This design comes from an exercise in tuning for small area on the open sky130 flow, not from production work. Function was checked by simulation only, so behaviour that the tests miss may differ from the original. Power figures rest on the tool's default switching activity, not on a simulated workload.

## led_can_node
module led_can_node #(
    parameter NUM_LEDS = 16
) (
    input  wire        clk,
    input  wire        rst,
    input  wire        init,
    input  wire [15:0] cfg_period_ticks,
    input  wire [15:0] cfg_one_duty,
    input  wire [15:0] cfg_zero_duty,
    input  wire [15:0] cfg_reset_periods,
    input  wire [7:0]  cfg_node_id,
    input  wire [31:0] now,
    input  wire        periodic,
    input  wire        rx_valid,
    output wire        rx_ready,
    input  wire        rx_ide,
    input  wire        rx_rtr,
    input  wire [28:0] rx_id,
    input  wire [3:0]  rx_dlc,
    input  wire [63:0] rx_data,
    output wire        tx_valid,
    input  wire        tx_ready,
    output wire [28:0] tx_id,
    output wire [15:0] tx_data,
    input  wire [3:0]  gpio_in,
    output reg  [3:0]  gpio_out,
    output wire [1:0]  led_out,
    output wire        fatal
);
For scale: about 1400 cells after synthesis, roughly 310 flip-flops.
Settings: LEC_CHECK=0, CAP_MARGIN=20, CORE_MARGIN=2, CORE_UTILIZATION=40, SLEW_MARGIN=20; clock period 10.0 ns.
standard.sh (not shown) runs the stock make flow with config.mk's settings and CLKGATE_MAP_FILE= SYNTH_SCRIPT=/design/flow/synth_recipe.tcl, a recipe that flattens the netlist after the stock synthesis.
==> flow/flow/run.sh <==
#!/bin/bash
# The standard layout (standard.sh), with:
# - synthesis mapped by abc for area (flow/synth.tcl, flow/area.script);
# - the smallest buffer cell on the ports;
# - a clock tree of mid-size buffers without dummy loads;
# - the constant outputs tied by one tie cell.
# make's output goes to standard.log; ORFS keeps each step's log in orfs/logs.
set -euo pipefail
export BUFFER_PORTS_ARGS="-buffer_cell sky130_fd_sc_hd__buf_1"
export CTS_ARGS="-sink_clustering_enable -repair_clock_nets -buf_list {sky130_fd_sc_hd__clkbuf_8} -sink_clustering_size 16 -sink_clustering_max_diameter 100 -dont_use_dummy_load"
export SKIP_REPAIR_TIE_FANOUT=1
bash standard.sh SYNTH_SCRIPT="$PWD/flow/synth.tcl" finish > standard.log 2>&1
==> flow/flow/area.script <==
&get -n
&st
&dch -f
&nf -R 1000 -a -p -F 8 -A 4
&put
==> flow/flow/synth.tcl <==
# The standard synthesis (synth_recipe.tcl in the work folder), with one
# change: abc maps the logic with an area-oriented script (flow/area.script)
# instead of ORFS's delay-oriented one. Registers are mapped before abc, so
# they are the standard synthesis's, by name, count and cell type.
set ::area_script [file join [file dirname [file normalize [info script]]] area.script]
proc abc {args} {
  set i [lsearch -exact $args -script]
  if { $i >= 0 } {
    set args [lreplace $args [expr {$i + 1}] [expr {$i + 1}] $::area_script]
  }
  yosys abc {*}$args
}
source [file join [file dirname [file dirname [file normalize [info script]]]] synth_recipe.tcl]
Change:
==> flow/flow/area.script (replaced) <==
&get -n
&st
&dch -f
&nf -R 1000 -a -p -F 8 -A 4 -C 32
&put
=>
- wire length falls by 1.1%
- total power hardly moves
- via count hardly moves
- synthesized area goes down by 0.38%
- hold slack loses 7.4 ps
- sequential power is about the same
Change:
- CORE_UTILIZATION: 40 -> 60
Synthesized area does not change; routed wire length shrinks by 8.5%; global-route usage rose by 7.5 points.

---

== alpha ==
Another version of the RTL of led_can_node (not shown whole).
Size in the first run: roughly 320 flip-flops, roughly 270 I/O pins, roughly 18000 µm² of cells after synthesis.
==> flow/config.mk <==
export PLATFORM = sky130hd
export DESIGN_NAME = led_can_node
export DESIGN_NICKNAME = led_can_node
export VERILOG_FILES = /design/flow/design.v
export SDC_FILE = /design/flow/constraint.sdc
export NUM_CORES = 4
export LEC_CHECK = 0
export CAP_MARGIN = 20
export CORE_MARGIN = 2
export CORE_UTILIZATION = 40
export SLEW_MARGIN = 20
==> flow/constraint.sdc <==
create_clock -name core_clock -period 10.0 [get_ports {clk}]
set_input_delay 2.0000 -clock core_clock [delete_from_list [all_inputs] [get_ports {clk}]]
set_output_delay 2.0000 -clock core_clock [all_outputs]
set_load 0.01 [all_outputs]
==> flow/flow/run.sh <==
#!/bin/bash
# The standard layout (the standard.sh), with: the smallest buffer cell on
# the ports, a clock tree of mid-size buffers without dummy loads, and the
# constant outputs tied by one tie cell; gates sized down before routing.
set -euo pipefail
export BUFFER_PORTS_ARGS="-buffer_cell sky130_fd_sc_hd__buf_1"
export CTS_ARGS="-sink_clustering_enable -repair_clock_nets -buf_list {sky130_fd_sc_hd__clkbuf_8} -sink_clustering_size 16 -sink_clustering_max_diameter 100 -dont_use_dummy_load"
export SKIP_REPAIR_TIE_FANOUT=1
export PRE_GLOBAL_ROUTE_TCL="$PWD/flow/pre_grt.tcl"
bash standard.sh > standard.log 2>&1
==> flow/flow/pre_grt.tcl <==
# Before global routing: size down gates on paths with slack to spare; the
# repair_design that follows fixes any slew or capacitance this breaks.
set_propagated_clock [all_clocks]
estimate_parasitics -placement
repair_timing -recover_power 100 -verbose
detailed_placement
Input changes introduced in beta (baseline for comparison: alpha):
==> flow/flow/run.sh <==
#!/bin/bash
# The standard layout (the standard.sh), with: the smallest buffer cell on
# the ports, a clock tree of mid-size buffers without dummy loads, and the
# constant outputs tied by one tie cell.
set -euo pipefail
export BUFFER_PORTS_ARGS="-buffer_cell sky130_fd_sc_hd__buf_1"
export CTS_ARGS="-sink_clustering_enable -repair_clock_nets -buf_list {sky130_fd_sc_hd__clkbuf_8} -sink_clustering_size 14 -sink_clustering_max_diameter 100 -dont_use_dummy_load"
export SKIP_REPAIR_TIE_FANOUT=1
export RECOVER_POWER=100
bash standard.sh > standard.log 2>&1
removed: flow/flow/pre_grt.tcl
Findings:
- In beta the implementation completed, yet the final layout does not meet the checks, the culprit being capacitance limit, slew limit.
- There was hardly any difference in clock transition at the registers of the reported paths between alpha and beta.
- Summary: with alpha as the reference, internal cell power in beta moved up slightly.
- Higher register share of total power was reported by alpha, not beta.
- Compared with alpha, beta shows leakage component of the power lower by about 1.1%.
- As far as sequential cell count goes, alpha and beta are indistinguishable; the numbers are identical.
- Compared with alpha, beta is the more power-hungry design.
- beta against alpha: worst path arrival time climbed 1.20 ns; non-clock buffer instance count of the final layout dropped 6.
For gamma, these inputs were changed with respect to beta:
-- flow/flow/run.sh --
<<< beta, line 7
export CTS_ARGS="-sink_clustering_enable -repair_clock_nets -buf_list {sky130_fd_sc_hd__clkbuf_8} -sink_clustering_size 14 -sink_clustering_max_diameter 100 -dont_use_dummy_load"
>>> gamma, line 7
export CTS_ARGS="-sink_clustering_enable -repair_clock_nets -buf_list {sky130_fd_sc_hd__clkbuf_8} -sink_clustering_size 16 -sink_clustering_max_diameter 100 -dont_use_dummy_load"
<<< beta, line 9
export RECOVER_POWER=100
>>> gamma, line 9
gamma completed end to end with timing, DRC and antenna clean. Going from beta to gamma, the count of pins over their slew limit was found to have gone down by 225. gamma vs. beta: share of the clock period used by the worst path after layout went down by 10 points. [compare] base=beta new=gamma: post-layout total power lost 0.030 mW, part of the total power dissipated in combinational logic picked up an extra 0.2 points, final worst setup slack picked up an extra 1.04 ns, overall die area neither gained nor lost much.
[inputs] delta vs gamma
==> flow/flow/run.sh <==
#!/bin/bash
# The standard layout, with the smallest buffer cell on the ports and a
# clock tree of mid-size buffers without dummy loads.
set -euo pipefail
export BUFFER_PORTS_ARGS="-buffer_cell sky130_fd_sc_hd__buf_1"
export CTS_ARGS="-sink_clustering_enable -repair_clock_nets -buf_list {sky130_fd_sc_hd__clkbuf_8} -sink_clustering_size 14 -sink_clustering_max_diameter 100 -dont_use_dummy_load"

bash standard.sh > standard.log 2>&1
Findings:
- In terms of met2 global-route usage, gamma and delta differ only marginally.
- Number of buffers and inverters on the critical path: higher on gamma
- The final standard cell count with taps included and fillers excluded number comes out higher for delta vs gamma.
- Diff gamma and delta: area added between synthesis and finish higher in delta
- Looking only at post-layout total power, and setting everything else aside, the higher value of gamma and delta goes to delta.
- Fmax shrinks slightly when moving from gamma to delta.
- Comparing delta against gamma, there is no change at all in worst-path maximum fanout.
- Taking gamma as the reference, in delta post-cts resize count has remained practically unchanged; met3 wire length fell by 16%.
- Higher count of plain and timing-repair buffers in the layout goes to delta over gamma.

==> re-timing with driven ports <==
Ports are ideal in the flow. The routed layouts listed here were re-timed in OpenROAD.
Step 1 assumes that a clkbuf_16 drives the clock port and a buf_2 every other input.
Step 2 moves the port delays by t, midway between the first and last clock arrival at a register: inputs arrive t later, outputs are due t later. That takes back most of the time a late clock gives input paths.
Three values: ideal, step 1, step 2; two values: the first two.
run	shift t [ns]	setup slack, ns	worst hold slack (ns)	clock arrival spread, ns
the first run of note 1	0.625	1.919 / 1.919 / 1.576	0.477 / 0.477 / 0.477	0.046 / 0.046
the second run of note 1	0.624	1.459 / 1.459 / 1.442	0.470 / 0.470 / 0.470	0.066 / 0.066
the third run of note 1	0.589	1.940 / 1.940 / 1.432	0.468 / 0.468 / 0.468	0.069 / 0.069
alpha	0.636	3.330 / 3.330 / 3.155	0.483 / 0.483 / 0.483	0.036 / 0.036
beta	0.649	2.265 / 2.265 / 2.265	0.479 / 0.479 / 0.479	0.031 / 0.032
gamma	0.635	3.305 / 3.305 / 3.140	0.479 / 0.479 / 0.479	0.039 / 0.039
delta	0.656	3.180 / 3.180 / 3.121	0.471 / 0.471 / 0.471	0.072 / 0.072
For the third run of note 1, which loses most, drivers alone change the setup slack by 0.000 ns; drivers and shift together by -0.508 ns.
